This is an optimization exercise on Yosys and OpenROAD, whose aim is small area, a short achievable clock period and few clock cycles, not a production implementation.
Function was checked by simulation only, so behaviour that the tests miss may differ from the original.
Power is estimated from default activity; no workload was simulated.

## job 1066
==> flow/design.v <==
module obd_rx (
    input  wire        clk,
    input  wire        rst,
    input  wire        start,
    input  wire [1:0]  proto,     
    input  wire [7:0]  pid,
    input  wire [7:0]  mode,
    input  wire [7:0]  cap,       
    input  wire [17:0] per,       
    output wire        idle,
    input  wire        e_valid,
    output wire        e_ready,
    input  wire [31:0] e_time,
    input  wire        e_end,     
    output reg         o_valid,
    output reg  [7:0]  o_data,
    output reg         done,
    output reg  [7:0]  status,
    output reg  [7:0]  count,     
    output reg  [6:0]  nbytes,    
    output reg         framing    
);
    localparam [7:0] ST_OK         = 8'h00;
    localparam [7:0] ST_NACK       = 8'h01;
    localparam [7:0] ST_ERR_TIMING = 8'h10;
    localparam [7:0] ST_ERR_SHORT  = 8'h11;
    localparam [7:0] ST_ERR_SID    = 8'h12;
    localparam [7:0] ST_ERR_PID    = 8'h13;
    localparam [7:0] ST_ERR_TRUNC  = 8'h14;
    localparam [7:0] ST_ERR_PROTO  = 8'h15;
    reg        busy;      
    reg        rx;        
    reg [1:0]  r_proto;
    reg [7:0]  r_pid;
    reg [7:0]  r_mode;
    reg [6:0]  r_cap;     
    reg [17:0] r_per;
    reg [19:0] m3;        
    reg [20:0] m5;        
    reg [20:0] m7;        
    reg [21:0] m9;        
    reg [21:0] h9;        
    reg        dv;
    reg        de;
    reg        sel;       
    reg [23:0] eA;        
    reg [23:0] eB;
    reg [30:0] th9;       
    reg        act;       
    reg        stop;      
    reg [30:0] sh9;       
    reg [9:0]  samp;      
    reg        ps;        
    reg [7:0]  pb;        
    reg [2:0]  h;
    reg [6:0]  pn;        
    reg        st0;       
    reg [3:0]  dsx;       
    reg [2:0]  nmin;      
    reg        nack;
    reg        sid_ok;
    reg        pid_ok;
    reg [7:0]  hb;        
    reg [1:0]  tag;       
    reg        trunc;     
    reg [3:0]  lhi;       
    reg [6:0]  rem;       
    reg [6:0]  cnt;       
    assign idle    = ~busy;
    assign e_ready = rx;
    wire        take = rx & e_valid;
    wire [30:0] e_a  = e_time[30:0] - sh9;
    wire [30:0] e_b  = e_time[30:0] - th9;
    wire        en  = sel ? eB[23] : eA[23];
    wire [22:0] el  = sel ? eB[22:0] : eA[22:0];
    function past;
        input [22:0] x;
        input [21:0] m;
        reg   [23:0] s;
        begin
            s    = {1'b0, x} + {2'b0, m};
            past = s[23];
        end
    endfunction
    wire [9:0] therm;
    assign therm[9] = ~en;
    assign therm[8] = ~en | past(el, {4'd0, r_per});
    assign therm[7] = ~en | past(el, {3'd0, r_per, 1'b0});
    assign therm[6] = ~en | past(el, {2'd0, m3});
    assign therm[5] = ~en | past(el, {2'd0, r_per, 2'b0});
    assign therm[4] = ~en | past(el, {1'd0, m5});
    assign therm[3] = ~en | past(el, {1'd0, m3, 1'b0});
    assign therm[2] = ~en | past(el, {1'd0, m7});
    assign therm[1] = ~en | past(el, {1'd0, r_per, 3'b0});
    assign therm[0] = ~en | past(el, m9);
    wire        newc     = dv & ~stop & (~act | therm[9]);
    wire        fin_edge = dv & act & ~stop & therm[9];
    wire        fin_end  = de & act & ~stop;
    wire        fin      = fin_edge | fin_end;
    wire        good     = ~samp[0] & samp[9];
    wire [6:0]  n1       = nbytes + 7'd1;
    wire        st_e  = fin_end & good;
    wire        st    = ps | st_e;
    wire [7:0]  b     = ps ? pb : samp[8:1];
    wire [6:0]  pi    = pn;                             
    wire        is_m3     = (r_mode == 8'd3);
    wire        ok_so_far = (r_proto != 2'd0) & ~nack & sid_ok & (~(r_mode == 8'd1) | pid_ok);
    wire [7:0]  cb    = is_m3 ? b : hb;
    wire        cv_ok = (is_m3 | (pi != 7'd0)) & ok_so_far;
    wire        at_ds = (pi == {3'd0, dsx});
    wire [11:0] llen  = {lhi, cb};
    wire [6:0]  lim_s = ({3'd0, cb[3:0]} < r_cap) ? {3'd0, cb[3:0]} : r_cap;
    wire [6:0]  lim_l = (llen < {5'd0, r_cap}) ? llen[6:0] : r_cap;
    wire        p_short = at_ds & (cb[7:4] == 4'h0);
    wire        p_long  = at_ds & (cb[7:4] == 4'h1);
    wire        p_plain = at_ds & (cb[7:4] != 4'h0) & (cb[7:4] != 4'h1);
    wire        p_len   = ~at_ds & (tag == 2'd3);
    wire        p_emit  = p_plain ? (r_cap != 7'd0)
                        : (~at_ds & (tag == 2'd1 || tag == 2'd2) & (rem != 7'd0));
    wire        at_h    = st & (pi == {4'd0, h});
    wire        at_h1   = st & (pi == {4'd0, h} + 7'd1);
    wire        pv      = st & cv_ok;
    wire        nack_f  = at_h ? (b == 8'h7F) : nack;
    wire        sid_f   = at_h ? (b == r_mode + 8'h40) : sid_ok;
    wire        pid_f   = at_h1 ? (b == r_pid) : pid_ok;
    wire        trunc_f = pv ? (p_long | (trunc & ~p_len)) : trunc;
    wire [6:0]  nf      = st_e ? n1 : nbytes;
    wire [6:0]  cnt_f   = cnt + {6'd0, pv & p_emit};
    always @(posedge clk) begin
        dv      <= take & ~e_end;
        de      <= take & e_end;
        ps      <= fin_edge & good;
        o_valid <= pv & p_emit;
        done    <= de;
        if (rst) begin
            busy    <= 1'b0;
            rx      <= 1'b0;
            dv      <= 1'b0;
            de      <= 1'b0;
            ps      <= 1'b0;
            o_valid <= 1'b0;
            done    <= 1'b0;
        end else begin
            if (start & ~busy)
                busy <= 1'b1;
            if (st0)
                rx   <= 1'b1;
            if (take & e_end)
                rx <= 1'b0;
            if (de)
                busy <= 1'b0;
        end
    end
    always @(posedge clk) begin
        eA      <= {e_a[30], e_a[22:0]};
        eB      <= {e_b[30], e_b[22:0]};
        sel     <= newc;
        pb      <= samp[8:1];
        m3      <= {2'd0, r_per} + {1'd0, r_per, 1'b0};
        m5      <= {3'd0, r_per} + {1'd0, r_per, 2'b0};
        m7      <= {r_per, 3'b0} - {3'd0, r_per};
        m9      <= {4'd0, r_per} + {1'd0, r_per, 3'b0};
        h9      <= {4'd0, r_per} + {1'd0, r_per, 3'b0} + {5'd0, r_per[17:1]};
        if (take)
            th9 <= e_time[30:0] + {9'd0, h9};
        st0 <= start & ~busy;
        if (start & ~busy) begin
            r_proto <= proto;
            r_pid   <= pid;
            r_mode  <= mode;
            r_cap   <= (cap > 8'd64) ? 7'd64 : cap[6:0];
            r_per   <= per;
        end
        if (st0) begin
            pn      <= 7'd0;
            nbytes  <= 7'd0;
            framing <= 1'b0;
            act     <= 1'b0;
            stop    <= 1'b0;
            nack    <= 1'b0;
            sid_ok  <= 1'b0;
            pid_ok  <= 1'b0;
            tag     <= 2'd0;
            trunc   <= 1'b0;
            cnt     <= 7'd0;
            rem     <= 7'd0;
            h       <= 3'd0;
            dsx     <= 4'd15;
            nmin    <= 3'd0;
        end
        if (newc) begin
            sh9  <= th9;
            samp <= 10'd0;
            act  <= 1'b1;
        end else if (dv & ~stop) begin
            samp <= (samp & therm) | ({10{~samp[9]}} & ~therm);
        end
        if (fin) begin
            if (~good) begin
                framing <= 1'b1;
                stop    <= 1'b1;
            end else begin
                nbytes <= n1;
                if (n1 == 7'd64)
                    stop <= 1'b1;
            end
        end
        if (st) begin
            pn     <= pn + 7'd1;
            hb     <= b;
            nack   <= nack_f;
            sid_ok <= sid_f;
            pid_ok <= pid_f;
            if (pi == 7'd0) begin
                if (r_proto == 2'd1)
                    h <= 3'd3;
                else
                    h <= 3'd1 + (b[7] ? 3'd2 : 3'd0) + ((b[5:0] == 6'd0) ? 3'd1 : 3'd0);
            end
            if (pi == 7'd1) begin
                dsx  <= {1'b0, h} + (is_m3 ? 4'd1 : ((r_pid != 8'd0) | (r_mode == 8'd1)) ? 4'd3 : 4'd2);
                nmin <= h + 3'd1 + (is_m3 ? 3'd0 : (r_pid == 8'd0) ? 3'd1 : 3'd2);
            end
        end
        if (pv) begin
            if (p_short) begin
                tag <= 2'd2;
                rem <= lim_s;
            end
            if (p_long) begin
                tag <= 2'd3;
                lhi <= cb[3:0];
            end
            if (p_plain) begin
                tag <= 2'd1;
                rem <= r_cap;
            end
            if (p_len) begin
                tag <= 2'd2;
                rem <= lim_l;
            end
            trunc <= trunc_f;
            if (p_emit) begin
                o_data <= cb;
                cnt    <= cnt_f;
                rem    <= (p_plain ? r_cap : rem) - 7'd1;
            end
        end
        if (de) begin
            count <= 8'hFF;
            if (r_proto == 2'd0)
                status <= ST_ERR_PROTO;
            else if (nf < 7'd3)
                status <= ST_ERR_TIMING;
            else if (nf < {4'd0, nmin})
                status <= ST_ERR_SHORT;
            else if (nack_f) begin
                status <= ST_NACK;
                count  <= 8'd0;
            end else if (~sid_f)
                status <= ST_ERR_SID;
            else if (r_mode == 8'd1 && ~pid_f)
                status <= ST_ERR_PID;
            else if (trunc_f)
                status <= ST_ERR_TRUNC;
            else begin
                status <= ST_OK;
                count  <= {1'b0, cnt_f};
            end
        end
    end
endmodule
export LEC_CHECK = 0
export ABC_AREA = 1
export CAP_MARGIN = 20
export CORE_MARGIN = 2
export CORE_UTILIZATION = 40
export SLEW_MARGIN = 20
create_clock -name core_clock -period 10.0 [get_ports {clk}]
standard.sh (not shown) runs the stock make flow with config.mk's settings and CLKGATE_MAP_FILE= SYNTH_SCRIPT=/design/flow/synth_recipe.tcl, a recipe that flattens the netlist after the stock synthesis.
==> flow/flow/run.sh <==
#!/bin/bash
# Standard layout, with timing repair aiming below the clock period.
export SETUP_SLACK_MARGIN=6.5
bash standard.sh > standard.log 2>&1
Job 1066 finished every stage and its layout cleared the timing, design-rule and antenna checks.
Testbench counts of job 1066, summed over its fixed seeds: cycles 18,436.
#### Input delta (job 9868 over job 1066)
--- a/flow/design.v
+++ b/flow/design.v
@@ -40,6 +40,9 @@
     reg [20:0] m7;        
     reg [21:0] m9;        
     reg [21:0] h9;        
+    reg        iv;        
+    reg        ie;        
+    reg [30:0] it;
     reg        dv;
     reg        de;
     reg        sel;       
@@ -53,9 +56,7 @@
     reg        ps;        
     reg [7:0]  pb;        
     reg [2:0]  h;
-    reg [6:0]  pn;        
-    reg        st0;       
-    reg [3:0]  dsx;       
+    reg [2:0]  ds;        
     reg [2:0]  nmin;      
     reg        nack;
     reg        sid_ok;
@@ -68,9 +69,8 @@
     reg [6:0]  cnt;       
     assign idle    = ~busy;
     assign e_ready = rx;
-    wire        take = rx & e_valid;
-    wire [30:0] e_a  = e_time[30:0] - sh9;
-    wire [30:0] e_b  = e_time[30:0] - th9;
+    wire [30:0] e_a = it - sh9;
+    wire [30:0] e_b = it - th9;
     wire        en  = sel ? eB[23] : eA[23];
     wire [22:0] el  = sel ? eB[22:0] : eA[22:0];
     function past;
@@ -102,12 +102,13 @@
     wire        st_e  = fin_end & good;
     wire        st    = ps | st_e;
     wire [7:0]  b     = ps ? pb : samp[8:1];
-    wire [6:0]  pi    = pn;                             
+    wire [6:0]  pi    = ps ? nbytes - 7'd1 : nbytes;    
     wire        is_m3     = (r_mode == 8'd3);
     wire        ok_so_far = (r_proto != 2'd0) & ~nack & sid_ok & (~(r_mode == 8'd1) | pid_ok);
     wire [7:0]  cb    = is_m3 ? b : hb;
+    wire [6:0]  ci    = is_m3 ? pi : pi - 7'd1;
     wire        cv_ok = (is_m3 | (pi != 7'd0)) & ok_so_far;
-    wire        at_ds = (pi == {3'd0, dsx});
+    wire        at_ds = (ci == {4'd0, ds});
     wire [11:0] llen  = {lhi, cb};
     wire [6:0]  lim_s = ({3'd0, cb[3:0]} < r_cap) ? {3'd0, cb[3:0]} : r_cap;
     wire [6:0]  lim_l = (llen < {5'd0, r_cap}) ? llen[6:0] : r_cap;
@@ -127,8 +128,10 @@
     wire [6:0]  nf      = st_e ? n1 : nbytes;
     wire [6:0]  cnt_f   = cnt + {6'd0, pv & p_emit};
     always @(posedge clk) begin
-        dv      <= take & ~e_end;
-        de      <= take & e_end;
+        iv      <= 1'b0;
+        ie      <= 1'b0;
+        dv      <= iv;
+        de      <= ie;
         ps      <= fin_edge & good;
         o_valid <= pv & p_emit;
         done    <= de;
@@ -141,17 +144,22 @@
             o_valid <= 1'b0;
             done    <= 1'b0;
         end else begin
-            if (start & ~busy)
+            if (start & ~busy) begin
                 busy <= 1'b1;
-            if (st0)
                 rx   <= 1'b1;
-            if (take & e_end)
-                rx <= 1'b0;
+            end
+            if (rx & e_valid) begin
+                iv <= ~e_end;
+                ie <= e_end;
+                if (e_end)
+                    rx <= 1'b0;
+            end
             if (de)
                 busy <= 1'b0;
         end
     end
     always @(posedge clk) begin
+        it      <= e_time[30:0];
         eA      <= {e_a[30], e_a[22:0]};
         eB      <= {e_b[30], e_b[22:0]};
         sel     <= newc;
@@ -161,18 +169,14 @@
         m7      <= {r_per, 3'b0} - {3'd0, r_per};
         m9      <= {4'd0, r_per} + {1'd0, r_per, 3'b0};
         h9      <= {4'd0, r_per} + {1'd0, r_per, 3'b0} + {5'd0, r_per[17:1]};
-        if (take)
-            th9 <= e_time[30:0] + {9'd0, h9};
-        st0 <= start & ~busy;
+        if (iv)
+            th9 <= it + {9'd0, h9};
         if (start & ~busy) begin
             r_proto <= proto;
             r_pid   <= pid;
             r_mode  <= mode;
             r_cap   <= (cap > 8'd64) ? 7'd64 : cap[6:0];
             r_per   <= per;
-        end
-        if (st0) begin
-            pn      <= 7'd0;
             nbytes  <= 7'd0;
             framing <= 1'b0;
             act     <= 1'b0;
@@ -185,7 +189,7 @@
             cnt     <= 7'd0;
             rem     <= 7'd0;
             h       <= 3'd0;
-            dsx     <= 4'd15;
+            ds      <= 3'd7;
             nmin    <= 3'd0;
         end
         if (newc) begin
@@ -206,7 +210,6 @@
             end
         end
         if (st) begin
-            pn     <= pn + 7'd1;
             hb     <= b;
             nack   <= nack_f;
             sid_ok <= sid_f;
@@ -218,7 +221,7 @@
                     h <= 3'd1 + (b[7] ? 3'd2 : 3'd0) + ((b[5:0] == 6'd0) ? 3'd1 : 3'd0);
             end
             if (pi == 7'd1) begin
-                dsx  <= {1'b0, h} + (is_m3 ? 4'd1 : ((r_pid != 8'd0) | (r_mode == 8'd1)) ? 4'd3 : 4'd2);
+                ds   <= h + 3'd1 + ((~is_m3 & ((r_pid != 8'd0) | (r_mode == 8'd1))) ? 3'd1 : 3'd0);
                 nmin <= h + 3'd1 + (is_m3 ? 3'd0 : (r_pid == 8'd0) ? 3'd1 : 3'd2);
             end
         end
Results
Job 9868 ran to completion and came out clean on the timing, design-rule and antenna checks. Compared with job 1066, job 9868 shows routed wire length that has gone down by a little under 10%. Comparing job 1066 and job 9868, transition time of the tightest slew-check pin is higher on job 9868. Job 9868 vs job 1066 — minimum clock period dropped 0.026 ns. Cmp job 1066 and job 9868 / internal cell power / higher: job 1066. Overall die area essentially unchanged between job 9868 and job 1066.
Testbench counts of job 9868, summed over its fixed seeds: cycles 18,436.

==> afterwards: timing with drivers on the ports <==
Ports are ideal in the flow. The routed layouts listed here were re-timed in OpenROAD.
Step 1 assumes that a clkbuf_16 drives the clock port and a buf_2 every other input.
Step 2 adds t to the input delays and takes it off the output delays; t is the mean of the earliest and latest rising clock arrival at the registers after step 1. Input paths then give back, and output paths get back, about the clock's delay inside the block.
Three values: no drivers, after step 1, after step 2; two values: the first two.
run	t, ns	slack for setup (ns)	worst setup path at the end
job 1066	0.629	6.454 / 6.496 / 5.867	input to register
job 9868	0.636	6.480 / 6.480 / 6.121	input to register
After both steps every run listed still meets setup and hold. The setup slack of job 1066, which loses most, moves by +0.042 ns with the drivers and by -0.587 ns with both steps.
